This is an optimization exercise on Yosys and OpenROAD, whose aim is small area, a short achievable clock period and few clock cycles per item, not a production implementation. RTL that was checked went through simulation tests only; none was proved equivalent to the original. Power figures rest on the tool's default switching activity, not on a simulated workload.

==> flow/design.v (excerpt) <==
module gf_engine (
    input  wire        clk,
    input  wire        rst,         
    input  wire        fa_we,
    input  wire [12:0] fa_wdata,
    input  wire        fb_we,
    input  wire [12:0] fb_wdata,
    output wire [12:0] fa,
    output wire [12:0] fb,
    output wire [12:0] fr,
    input  wire        cmd_valid,
    input  wire [31:0] cmd_word,
    output wire [7:0]  status
);
    reg [12:0] fa_r;
    reg [12:0] fb_r;
    reg [12:0] fr_r;
    reg        done_r;          
    reg        err_r;           
    assign fa     = fa_r;
    assign fb     = fb_r;
    assign fr     = fr_r;
    assign status = {3'b000, err_r, err_r, 1'b0, done_r, 1'b0};
    wire [12:0] fa4;
    gf_engine_sq2 u_sq2 (.a(fa_r), .y(fa4));
    wire [12:0] opa;
    gf_engine_sel u_sel (.s0(cmd_word[0]), .a0(fa_r), .s1(cmd_word[1]), .a1(fa4), .y(opa));
    wire [168:0] mcol;
    gf_engine_mcols u_mcols (.b(fb_r), .m(mcol));
    wire [12:0] prod;
    genvar gi, gk;
    generate
        for (gk = 0; gk < 13; gk = gk + 1) begin : g_row
            wire [12:0] m;
            for (gi = 0; gi < 13; gi = gi + 1) begin : g_m
                assign m[gi] = mcol[13*gi + gk];
            end
            gf_engine_dot13 u_dot (.m(m), .a(opa), .y(prod[gk]));
        end
    endgenerate
    wire cmd_hi0     = (cmd_word[31:2] == 30'd0);
    wire is_gfmul    = cmd_hi0 && (cmd_word[1:0] == 2'b01);
    wire is_gfsq2mul = cmd_hi0 && (cmd_word[1:0] == 2'b10);
    wire legal       = is_gfmul | is_gfsq2mul;
    wire [12:0] fa_next;
    wire [12:0] fb_next;
    wire [12:0] fr_next;
    wire fa_ld = fa_we & !rst;
    wire fb_ld = fb_we & !rst;
    gf_engine_ld u_ld_fa (.rst(rst), .ld(fa_ld), .d(fa_wdata), .q(fa_r), .y(fa_next));
    gf_engine_ld u_ld_fb (.rst(rst), .ld(fb_ld), .d(fb_wdata), .q(fb_r), .y(fb_next));
    gf_engine_upd u_upd_fr (.rst(rst), .we(cmd_valid & legal), .d(prod), .q(fr_r), .y(fr_next));
    always @(posedge clk) begin
        fa_r <= fa_next;
        fb_r <= fb_next;
  ...
==> module gf_engine, before the edit <==
module gf_engine (
    input  wire        clk,
    input  wire        rst,         
    input  wire        fa_we,
    input  wire [12:0] fa_wdata,
    input  wire        fb_we,
    input  wire [12:0] fb_wdata,
    output wire [12:0] fa,
    output wire [12:0] fb,
    output wire [12:0] fr,
    input  wire        cmd_valid,
    input  wire [31:0] cmd_word,
    output wire [7:0]  status
);
    reg [12:0] fa_r;
    reg [12:0] fb_r;
    reg [12:0] fr_r;
    reg        done_r;          
    reg        err_r;           
    assign fa     = fa_r;
    assign fb     = fb_r;
    assign fr     = fr_r;
    assign status = {3'b000, err_r, err_r, 1'b0, done_r, 1'b0};
    wire [12:0] fa4;
    gf_engine_sq2 u_sq2 (.a(fa_r), .y(fa4));
    wire [12:0] opa;
    gf_engine_sel u_sel (.s0(cmd_word[0]), .a0(fa_r), .s1(cmd_word[1]), .a1(fa4), .y(opa));
    wire [168:0] mcol;
    gf_engine_mcols u_mcols (.b(fb_r), .m(mcol));
    wire [12:0] prod;
    genvar gi, gk;
    generate
        for (gk = 0; gk < 13; gk = gk + 1) begin : g_row
            wire [12:0] m;
            for (gi = 0; gi < 13; gi = gi + 1) begin : g_m
                assign m[gi] = mcol[13*gi + gk];
            end
            gf_engine_dot13 u_dot (.m(m), .a(opa), .y(prod[gk]));
        end
    endgenerate
    wire cmd_hi0     = (cmd_word[31:2] == 30'd0);
    wire is_gfmul    = cmd_hi0 && (cmd_word[1:0] == 2'b01);
    wire is_gfsq2mul = cmd_hi0 && (cmd_word[1:0] == 2'b10);
    wire legal       = is_gfmul | is_gfsq2mul;
    wire [12:0] fa_next;
    wire [12:0] fb_next;
    wire [12:0] fr_next;
    wire fa_ld = fa_we & !rst;
    wire fb_ld = fb_we & !rst;
    gf_engine_ld u_ld_fa (.rst(rst), .ld(fa_ld), .d(fa_wdata), .q(fa_r), .y(fa_next));
    gf_engine_ld u_ld_fb (.rst(rst), .ld(fb_ld), .d(fb_wdata), .q(fb_r), .y(fb_next));
    gf_engine_upd u_upd_fr (.rst(rst), .we(cmd_valid & legal), .d(prod), .q(fr_r), .y(fr_next));
    always @(posedge clk) begin
        fa_r <= fa_next;
        fb_r <= fb_next;
        fr_r <= fr_next;
        if (rst) begin
            done_r <= 1'b0;
            err_r  <= 1'b0;
        end else if (cmd_valid) begin
            done_r <= legal;
            err_r  <= !legal;
        end
    end
endmodule
==> module gf_engine_upd, before the edit <==
module gf_engine_upd (
    input  wire        rst,
    input  wire        we,
    input  wire [12:0] d,
    input  wire [12:0] q,
    output wire [12:0] y
);
    assign y = rst ? 13'd0 : (we ? d : q);
endmodule
clock: 5.0 ns
lec_check: 0
cap_margin: 0
core_margin: 2
core_utilization: 40
cts_buf_list: sky130_fd_sc_hd__clkbuf_8
place_density: 0.6
setup_slack_margin: 2.4
slew_margin: 0
synth_hierarchical: 1
synth_minimum_keep_size: 0
tns_end_percent: 5
standard.sh (not shown) runs the stock make flow with config.mk's settings and CLKGATE_MAP_FILE= SYNTH_SCRIPT=/design/flow/synth_recipe.tcl, a recipe that flattens the netlist after the stock synthesis.
==> flow/flow/run.sh <==
#!/bin/bash
# Own layout flow: the standard flow (standard.sh), with two changes to
# how the layout is made:
#  * the port buffers that the standard flow inserts on every input and
#    output are sky130_fd_sc_hd__buf_1 instead of the default choice
#    (the resizer may still upsize them where timing needs it);
#  * the 3-input XOR/XNOR cells are added to the platform's don't-use list,
#    so that synthesis builds the XOR trees from faster 2-input cells.
# Everything else (synthesis script, floorplan, power grid, tap cells,
# placement, CTS, routing) is the standard flow unchanged.
set -euo pipefail
cd "$(dirname "$0")/.."

PLATFORM_DONT_USE="sky130_fd_sc_hd__probe_p_8 sky130_fd_sc_hd__probec_p_8 \
sky130_fd_sc_hd__lpflow_bleeder_1 sky130_fd_sc_hd__lpflow_clkbufkapwr_1 \
sky130_fd_sc_hd__lpflow_clkbufkapwr_16 sky130_fd_sc_hd__lpflow_clkbufkapwr_2 \
sky130_fd_sc_hd__lpflow_clkbufkapwr_4 sky130_fd_sc_hd__lpflow_clkbufkapwr_8 \
sky130_fd_sc_hd__lpflow_clkinvkapwr_1 sky130_fd_sc_hd__lpflow_clkinvkapwr_16 \
sky130_fd_sc_hd__lpflow_clkinvkapwr_2 sky130_fd_sc_hd__lpflow_clkinvkapwr_4 \
sky130_fd_sc_hd__lpflow_clkinvkapwr_8 sky130_fd_sc_hd__lpflow_decapkapwr_12 \
sky130_fd_sc_hd__lpflow_decapkapwr_3 sky130_fd_sc_hd__lpflow_decapkapwr_4 \
sky130_fd_sc_hd__lpflow_decapkapwr_6 sky130_fd_sc_hd__lpflow_decapkapwr_8 \
sky130_fd_sc_hd__lpflow_inputiso0n_1 sky130_fd_sc_hd__lpflow_inputiso0p_1 \
sky130_fd_sc_hd__lpflow_inputiso1n_1 sky130_fd_sc_hd__lpflow_inputiso1p_1 \
sky130_fd_sc_hd__lpflow_inputisolatch_1 sky130_fd_sc_hd__lpflow_isobufsrc_1 \
sky130_fd_sc_hd__lpflow_isobufsrc_16 sky130_fd_sc_hd__lpflow_isobufsrc_2 \
sky130_fd_sc_hd__lpflow_isobufsrc_4 sky130_fd_sc_hd__lpflow_isobufsrc_8 \
sky130_fd_sc_hd__lpflow_isobufsrckapwr_16 \
sky130_fd_sc_hd__lpflow_lsbuf_lh_hl_isowell_tap_1 \
sky130_fd_sc_hd__lpflow_lsbuf_lh_hl_isowell_tap_2 \
sky130_fd_sc_hd__lpflow_lsbuf_lh_hl_isowell_tap_4 \
sky130_fd_sc_hd__lpflow_lsbuf_lh_isowell_4 \
sky130_fd_sc_hd__lpflow_lsbuf_lh_isowell_tap_1 \
sky130_fd_sc_hd__lpflow_lsbuf_lh_isowell_tap_2 \
sky130_fd_sc_hd__lpflow_lsbuf_lh_isowell_tap_4"
EXTRA_DONT_USE="sky130_fd_sc_hd__xor3_1 sky130_fd_sc_hd__xor3_2 sky130_fd_sc_hd__xor3_4 \
sky130_fd_sc_hd__xnor3_1 sky130_fd_sc_hd__xnor3_2 sky130_fd_sc_hd__xnor3_4"

bash standard.sh finish \
    "DONT_USE_CELLS=$PLATFORM_DONT_USE $EXTRA_DONT_USE" \
    "BUFFER_PORTS_ARGS=-buffer_cell sky130_fd_sc_hd__buf_1" \
    > flow_make.log 2>&1
Edit:
--- a/flow/design.v
+++ b/flow/design.v
@@ -50,5 +50,6 @@
     gf_engine_ld u_ld_fa (.rst(rst), .ld(fa_ld), .d(fa_wdata), .q(fa_r), .y(fa_next));
     gf_engine_ld u_ld_fb (.rst(rst), .ld(fb_ld), .d(fb_wdata), .q(fb_r), .y(fb_next));
-    gf_engine_upd u_upd_fr (.rst(rst), .we(cmd_valid & legal), .d(prod), .q(fr_r), .y(fr_next));
+    wire fr_ld = cmd_valid & legal & !rst;
+    gf_engine_ld u_ld_fr (.rst(rst), .ld(fr_ld), .d(prod), .q(fr_r), .y(fr_next));
     always @(posedge clk) begin
         fa_r <= fa_next;
@@ -180,13 +181,4 @@
     assign y = a ^ b;
 endmodule
-module gf_engine_upd (
-    input  wire        rst,
-    input  wire        we,
-    input  wire [12:0] d,
-    input  wire [12:0] q,
-    output wire [12:0] y
-);
-    assign y = rst ? 13'd0 : (we ? d : q);
-endmodule
 module gf_engine_ld (
     input  wire        rst,
The new run ran to the end with no violations.
Power came out higher by 1.9%.
Combinational power barely changes.
Routed wire length came out lower by 5.4%.
Synthesized area came out lower by 0.66%.
Worst hold slack is worse by 0.034 ns.
Cell area came out lower by 0.80%.
No functional check of the RTL was part of any run of this note.

---

Another version of the RTL of gf_engine (not shown whole).
For scale: about 41 flip-flops, roughly 110 I/O pins, roughly 0.0056 mm^2 of cells after synthesis.
==> module gf_engine, before the edit <==
module gf_engine (
    input  wire        clk,
    input  wire        rst,         
    input  wire        fa_we,
    input  wire [12:0] fa_wdata,
    input  wire        fb_we,
    input  wire [12:0] fb_wdata,
    output wire [12:0] fa,
    output wire [12:0] fb,
    output wire [12:0] fr,
    input  wire        cmd_valid,
    input  wire [31:0] cmd_word,
    output wire [7:0]  status
);
    reg [12:0] fa_r;
    reg [12:0] fb_r;
    reg [12:0] fr_r;
    reg        done_r;          
    reg        err_r;           
    assign fa     = fa_r;
    assign fb     = fb_r;
    assign fr     = fr_r;
    assign status = {3'b000, err_r, err_r, 1'b0, done_r, 1'b0};
    wire [12:0] fa4;
    gf_engine_sq2 u_sq2 (.a(fa_r), .y(fa4));
    wire [12:0] opa;
    gf_engine_sel u_sel (.s0(cmd_word[0]), .a0(fa_r), .s1(cmd_word[1]), .a1(fa4), .y(opa));
    wire [168:0] mcol;
    gf_engine_mcols u_mcols (.b(fb_r), .m(mcol));
    wire [12:0] prod;
    genvar gi, gk;
    generate
        for (gk = 0; gk < 13; gk = gk + 1) begin : g_row
            wire [12:0] m;
            for (gi = 0; gi < 13; gi = gi + 1) begin : g_m
                assign m[gi] = mcol[13*gi + gk];
            end
            gf_engine_dot13 u_dot (.m(m), .a(opa), .y(prod[gk]));
        end
    endgenerate
    wire cmd_hi0     = (cmd_word[31:2] == 30'd0);
    wire is_gfmul    = cmd_hi0 && (cmd_word[1:0] == 2'b01);
    wire is_gfsq2mul = cmd_hi0 && (cmd_word[1:0] == 2'b10);
    wire legal       = is_gfmul | is_gfsq2mul;
    wire [12:0] fa_next;
    wire [12:0] fb_next;
    wire [12:0] fr_next;
    gf_engine_upd u_upd_fa (.rst(rst), .we(fa_we), .d(fa_wdata), .q(fa_r), .y(fa_next));
    gf_engine_upd u_upd_fb (.rst(rst), .we(fb_we), .d(fb_wdata), .q(fb_r), .y(fb_next));
    gf_engine_upd u_upd_fr (.rst(rst), .we(cmd_valid & legal), .d(prod), .q(fr_r), .y(fr_next));
    always @(posedge clk) begin
        fa_r <= fa_next;
        fb_r <= fb_next;
        fr_r <= fr_next;
        if (rst) begin
            done_r <= 1'b0;
            err_r  <= 1'b0;
        end else if (cmd_valid) begin
            done_r <= legal;
            err_r  <= !legal;
        end
    end
endmodule
export LEC_CHECK = 0
export CAP_MARGIN = 0
export CORE_MARGIN = 2
export CORE_UTILIZATION = 40
export CTS_BUF_LIST = sky130_fd_sc_hd__clkbuf_8
export PLACE_DENSITY = 0.6
export SETUP_SLACK_MARGIN = 2.3
export SLEW_MARGIN = 0
export SYNTH_HIERARCHICAL = 1
export SYNTH_MINIMUM_KEEP_SIZE = 0
export TNS_END_PERCENT = 5
create_clock -name core_clock -period 5.0 [get_ports {clk}]
Scripts as last shown in full above: flow/flow/run.sh
Testbench counts at the start, summed over its fixed seeds: cycles 4,800, ops 2,400.
Next try:
--- a/flow/design.v
+++ b/flow/design.v
@@ -46,9 +46,10 @@
     wire [12:0] fb_next;
     wire [12:0] fr_next;
     gf_engine_upd u_upd_fa (.rst(rst), .we(fa_we), .d(fa_wdata), .q(fa_r), .y(fa_next));
     gf_engine_upd u_upd_fb (.rst(rst), .we(fb_we), .d(fb_wdata), .q(fb_r), .y(fb_next));
-    gf_engine_upd u_upd_fr (.rst(rst), .we(cmd_valid & legal), .d(prod), .q(fr_r), .y(fr_next));
+    wire fr_load = cmd_valid & legal & !rst;
+    gf_engine_ld u_ld_fr (.rst(rst), .ld(fr_load), .d(prod), .q(fr_r), .y(fr_next));
     always @(posedge clk) begin
         fa_r <= fa_next;
         fb_r <= fb_next;
         fr_r <= fr_next;
@@ -185,4 +186,13 @@
     output wire [12:0] y
 );
     assign y = rst ? 13'd0 : (we ? d : q);
 endmodule
+module gf_engine_ld (
+    input  wire        rst,
+    input  wire        ld,
+    input  wire [12:0] d,
+    input  wire [12:0] q,
+    output wire [12:0] y
+);
+    assign y = ld ? d : (rst ? 13'd0 : q);
+endmodule
Result:
- The changed run passed the timing, DRC and antenna checks
- global-route usage came out higher by 1.1 points
- first-iteration DRC count went down by 44%
- cell count decreases by 1.1%
- setup slack is worse by 32 ps
- utilization rose by 1.2 points
Function not checked in the second run of this note: the RTL went through the layout flow alone.

---

## rev 12
The RTL this note starts from:
==> flow/design.v <==
module gf_engine (
    input  wire        clk,
    input  wire        rst,         
    input  wire        fa_we,
    input  wire [12:0] fa_wdata,
    input  wire        fb_we,
    input  wire [12:0] fb_wdata,
    output wire [12:0] fa,
    output wire [12:0] fb,
    output wire [12:0] fr,
    input  wire        cmd_valid,
    input  wire [31:0] cmd_word,
    output wire [7:0]  status
);
    reg [12:0] fa_r;
    reg [12:0] fb_r;
    reg [12:0] fr_r;
    reg        done_r;          
    reg        err_r;           
    assign fa     = fa_r;
    assign fb     = fb_r;
    assign fr     = fr_r;
    assign status = {3'b000, err_r, err_r, 1'b0, done_r, 1'b0};
    wire [12:0] fa4;
    gf_engine_sq2 u_sq2 (.a(fa_r), .y(fa4));
    wire [12:0] opa;
    gf_engine_sel u_sel (.s0(cmd_word[0]), .a0(fa_r), .s1(cmd_word[1]), .a1(fa4), .y(opa));
    wire [168:0] mcol;
    gf_engine_mcols u_mcols (.b(fb_r), .m(mcol));
    wire [12:0] prod;
    genvar gi, gk;
    generate
        for (gk = 0; gk < 13; gk = gk + 1) begin : g_row
            wire [12:0] m;
            for (gi = 0; gi < 13; gi = gi + 1) begin : g_m
                assign m[gi] = mcol[13*gi + gk];
            end
            gf_engine_dot13 u_dot (.m(m), .a(opa), .y(prod[gk]));
        end
    endgenerate
    wire cmd_hi0     = (cmd_word[31:2] == 30'd0);
    wire is_gfmul    = cmd_hi0 && (cmd_word[1:0] == 2'b01);
    wire is_gfsq2mul = cmd_hi0 && (cmd_word[1:0] == 2'b10);
    wire legal       = is_gfmul | is_gfsq2mul;
    always @(posedge clk) begin
        if (rst) begin
            fa_r   <= 13'd0;
            fb_r   <= 13'd0;
            fr_r   <= 13'd0;
            done_r <= 1'b0;
            err_r  <= 1'b0;
        end else begin
            if (fa_we) fa_r <= fa_wdata;
            if (fb_we) fb_r <= fb_wdata;
            if (cmd_valid) begin
                done_r <= legal;
                err_r  <= !legal;
                if (legal) fr_r <= prod;
            end
        end
    end
endmodule
module gf_engine_sq2 (
    input  wire [12:0] a,
    output wire [12:0] y
);
    wire g0;
    wire g1;
    wire g2;
    wire g3;
    wire g4;
    wire g5;
    wire g6;
    wire g7;
    gf_engine_xor2 u_g0 (.a(a[9]), .b(a[11]), .y(g0));
    gf_engine_xor2 u_g1 (.a(a[8]), .b(a[10]), .y(g1));
    gf_engine_xor2 u_g2 (.a(g0), .b(g1), .y(g2));
    gf_engine_xor2 u_g3 (.a(a[7]), .b(a[12]), .y(g3));
    gf_engine_xor2 u_g4 (.a(a[10]), .b(a[12]), .y(g4));
    gf_engine_xor2 u_g5 (.a(a[4]), .b(a[6]), .y(g5));
    gf_engine_xor2 u_g6 (.a(g1), .b(a[11]), .y(g6));
    gf_engine_xor2 u_g7 (.a(g0), .b(a[5]), .y(g7));
    wire h0;
    gf_engine_xor2 u_h0 (.a(a[0]), .b(a[11]), .y(h0));
    wire h1;
    gf_engine_xor2 u_h1 (.a(g4), .b(h0), .y(h1));
    assign y[0] = h1;
    wire h2;
    gf_engine_xor2 u_h2 (.a(a[11]), .b(a[6]), .y(h2));
    wire h3;
    gf_engine_xor2 u_h3 (.a(a[8]), .b(h2), .y(h3));
    assign y[1] = h3;
    wire h4;
    gf_engine_xor2 u_h4 (.a(g3), .b(g6), .y(h4));
    assign y[2] = h4;
    wire h5;
    gf_engine_xor2 u_h5 (.a(g0), .b(g5), .y(h5));
    assign y[3] = h5;
    wire h6;
    gf_engine_xor2 u_h6 (.a(a[1]), .b(a[7]), .y(h6));
    wire h7;
    gf_engine_xor2 u_h7 (.a(g5), .b(h6), .y(h7));
    wire h8;
    gf_engine_xor2 u_h8 (.a(g2), .b(h7), .y(h8));
    assign y[4] = h8;
    assign y[5] = g2;
    wire h9;
    gf_engine_xor2 u_h9 (.a(g5), .b(g6), .y(h9));
    assign y[6] = h9;
    wire h10;
    gf_engine_xor2 u_h10 (.a(a[4]), .b(g7), .y(h10));
    assign y[7] = h10;
    wire h11;
    gf_engine_xor2 u_h11 (.a(a[2]), .b(a[5]), .y(h11));
    wire h12;
    gf_engine_xor2 u_h12 (.a(g3), .b(h11), .y(h12));
    wire h13;
    gf_engine_xor2 u_h13 (.a(g2), .b(h12), .y(h13));
    assign y[8] = h13;
    wire h14;
    gf_engine_xor2 u_h14 (.a(g0), .b(g4), .y(h14));
    assign y[9] = h14;
    wire h15;
    gf_engine_xor2 u_h15 (.a(g3), .b(g7), .y(h15));
    assign y[10] = h15;
    wire h16;
    gf_engine_xor2 u_h16 (.a(a[5]), .b(a[6]), .y(h16));
    wire h17;
    gf_engine_xor2 u_h17 (.a(g4), .b(h16), .y(h17));
    assign y[11] = h17;
    wire h18;
    gf_engine_xor2 u_h18 (.a(a[12]), .b(a[3]), .y(h18));
    wire h19;
    gf_engine_xor2 u_h19 (.a(a[6]), .b(h18), .y(h19));
    wire h20;
    gf_engine_xor2 u_h20 (.a(g2), .b(h19), .y(h20));
    assign y[12] = h20;
endmodule
module gf_engine_sel (
    input  wire        s0,
    input  wire [12:0] a0,
    input  wire        s1,
    input  wire [12:0] a1,
    output wire [12:0] y
);
    assign y = ({13{s0}} & a0) | ({13{s1}} & a1);
endmodule
module gf_engine_mcols (
    input  wire [12:0]  b,
    output wire [168:0] m
);
    wire [12:0] col [0:12];
    assign col[0] = b;
    genvar gi;
    generate
        for (gi = 1; gi < 13; gi = gi + 1) begin : g_col
            assign col[gi] = {col[gi-1][11:0], 1'b0}
                           ^ {8'd0, col[gi-1][12], col[gi-1][12], 1'b0, col[gi-1][12], col[gi-1][12]};
        end
        for (gi = 0; gi < 13; gi = gi + 1) begin : g_out
            assign m[13*gi +: 13] = col[gi];
        end
    endgenerate
endmodule
module gf_engine_dot13 (
    input  wire [12:0] m,
    input  wire [12:0] a,
    output wire        y
);
    assign y = ^(m & a);
endmodule
module gf_engine_xor2 (
    input  wire a,
    input  wire b,
    output wire y
);
    assign y = a ^ b;
endmodule
==> flow/config.mk <==
export PLATFORM = sky130hd
export DESIGN_NAME = gf_engine
export DESIGN_NICKNAME = gf_engine
export VERILOG_FILES = /design/flow/design.v
export SDC_FILE = /design/flow/constraint.sdc
export NUM_CORES = 4
export LEC_CHECK = 0
export CAP_MARGIN = 20
export CORE_MARGIN = 2
export CORE_UTILIZATION = 40
export CTS_BUF_LIST = sky130_fd_sc_hd__clkbuf_8
export PLACE_DENSITY = 0.6
export SETUP_SLACK_MARGIN = 2.4
export SLEW_MARGIN = 20
export SYNTH_HIERARCHICAL = 1
export SYNTH_MINIMUM_KEEP_SIZE = 0
==> flow/constraint.sdc <==
create_clock -name core_clock -period 5.0 [get_ports {clk}]
set_input_delay 1.0000 -clock core_clock [delete_from_list [all_inputs] [get_ports {clk}]]
set_output_delay 1.0000 -clock core_clock [all_outputs]
set_load 0.01 [all_outputs]
Scripts as last shown in full above: flow/flow/run.sh
--- input diff rev 12..rev 13 ---
--- a/flow/design.v
+++ b/flow/design.v
@@ -19,12 +19,14 @@
     reg        err_r;           
     assign fa     = fa_r;
     assign fb     = fb_r;
     assign fr     = fr_r;
     assign status = {3'b000, err_r, err_r, 1'b0, done_r, 1'b0};
-    wire [12:0] fa4;
-    gf_engine_sq2 u_sq2 (.a(fa_r), .y(fa4));
+    reg  [12:0] fa4_r;
+    wire [12:0] fa4 = fa4_r;
+    wire [12:0] fa4_wdata;
+    gf_engine_sq2 u_sq2 (.a(fa_wdata), .y(fa4_wdata));
     wire [12:0] opa;
     gf_engine_sel u_sel (.s0(cmd_word[0]), .a0(fa_r), .s1(cmd_word[1]), .a1(fa4), .y(opa));
     wire [168:0] mcol;
     gf_engine_mcols u_mcols (.b(fb_r), .m(mcol));
     wire [12:0] prod;
@@ -40,25 +42,29 @@
     endgenerate
     wire cmd_hi0     = (cmd_word[31:2] == 30'd0);
     wire is_gfmul    = cmd_hi0 && (cmd_word[1:0] == 2'b01);
     wire is_gfsq2mul = cmd_hi0 && (cmd_word[1:0] == 2'b10);
     wire legal       = is_gfmul | is_gfsq2mul;
+    wire [12:0] fa_next;
+    wire [12:0] fb_next;
+    wire [12:0] fr_next;
+    gf_engine_upd u_upd_fa (.rst(rst), .we(fa_we), .d(fa_wdata), .q(fa_r), .y(fa_next));
+    wire [12:0] fa4_next;
+    gf_engine_upd u_upd_fa4 (.rst(rst), .we(fa_we), .d(fa4_wdata), .q(fa4_r), .y(fa4_next));
+    gf_engine_upd u_upd_fb (.rst(rst), .we(fb_we), .d(fb_wdata), .q(fb_r), .y(fb_next));
+    gf_engine_upd u_upd_fr (.rst(rst), .we(cmd_valid & legal), .d(prod), .q(fr_r), .y(fr_next));
     always @(posedge clk) begin
+        fa_r <= fa_next;
+        fa4_r <= fa4_next;
+        fb_r <= fb_next;
+        fr_r <= fr_next;
         if (rst) begin
-            fa_r   <= 13'd0;
-            fb_r   <= 13'd0;
-            fr_r   <= 13'd0;
             done_r <= 1'b0;
             err_r  <= 1'b0;
-        end else begin
-            if (fa_we) fa_r <= fa_wdata;
-            if (fb_we) fb_r <= fb_wdata;
-            if (cmd_valid) begin
-                done_r <= legal;
-                err_r  <= !legal;
-                if (legal) fr_r <= prod;
-            end
+        end else if (cmd_valid) begin
+            done_r <= legal;
+            err_r  <= !legal;
         end
     end
 endmodule
 module gf_engine_sq2 (
     input  wire [12:0] a,
@@ -174,5 +180,14 @@
     input  wire b,
     output wire y
 );
     assign y = a ^ b;
 endmodule
+module gf_engine_upd (
+    input  wire        rst,
+    input  wire        we,
+    input  wire [12:0] d,
+    input  wire [12:0] q,
+    output wire [12:0] y
+);
+    assign y = rst ? 13'd0 : (we ? d : q);
+endmodule
## What came out
- As far as final-layout clock buffer total goes, rev 13 and rev 12 are indistinguishable; the numbers are identical.
- In rev 13, final worst hold slack is higher than in rev 12.
- Die area (lower): rev 12
- Compared rev 13 vs rev 12, and sequential share of cell area is up in rev 13.
- [compare] base=rev 12 new=rev 13: clock network fraction of total power increased 2.8 points, layout filler cell count increased 136, routed via count increased 139, placeable core region increased about 6%, area after synthesis increased about 7%.
- Diff rev 12 -> rev 13: sequential element share of the synthesized area rose 3.3 points; core occupancy in the finished layout went down 2.6 points.
Function was not checked in any run of this note: the RTL went through the layout flow alone.

-- re-timing with driven ports --
No port has a modelled driver above. Below, the same layouts with a new extraction and two added sets of constraints.
Step 1 sets driving cells, clkbuf_16 on the clock port and buf_2 on the other inputs (assumed; they add their load-dependent delay and slew).
Step 2 moves the port delays by t, midway between the first and last clock arrival at a register: inputs arrive t later, outputs are due t later. That takes back most of the time a late clock gives input paths.
Slacks: no drivers / after step 1 / after step 2; pairs: no drivers / after step 1.
run	shift t [ns]	slack for setup (ns)	worst register clock-pin slew, ns	cell pins on the clock port's net
the first run of note 1	0.337	2.405 / 2.405 / 2.157	0.09 / 0.09	1
the second run of note 1	0.328	2.429 / 2.429 / 2.201	0.09 / 0.09	1
the first run of note 2	0.344	2.448 / 2.448 / 2.143	0.09 / 0.09	1
the second run of note 2	0.343	2.415 / 2.415 / 2.136	0.08 / 0.08	1
rev 12	0.346	2.479 / 2.479 / 2.246	0.08 / 0.08	1
rev 13	0.362	2.533 / 2.546 / 2.184	0.11 / 0.11	1
After both steps every run listed still meets setup and hold. For rev 13, which loses most, drivers alone change the setup slack by +0.013 ns; drivers and shift together by -0.349 ns.
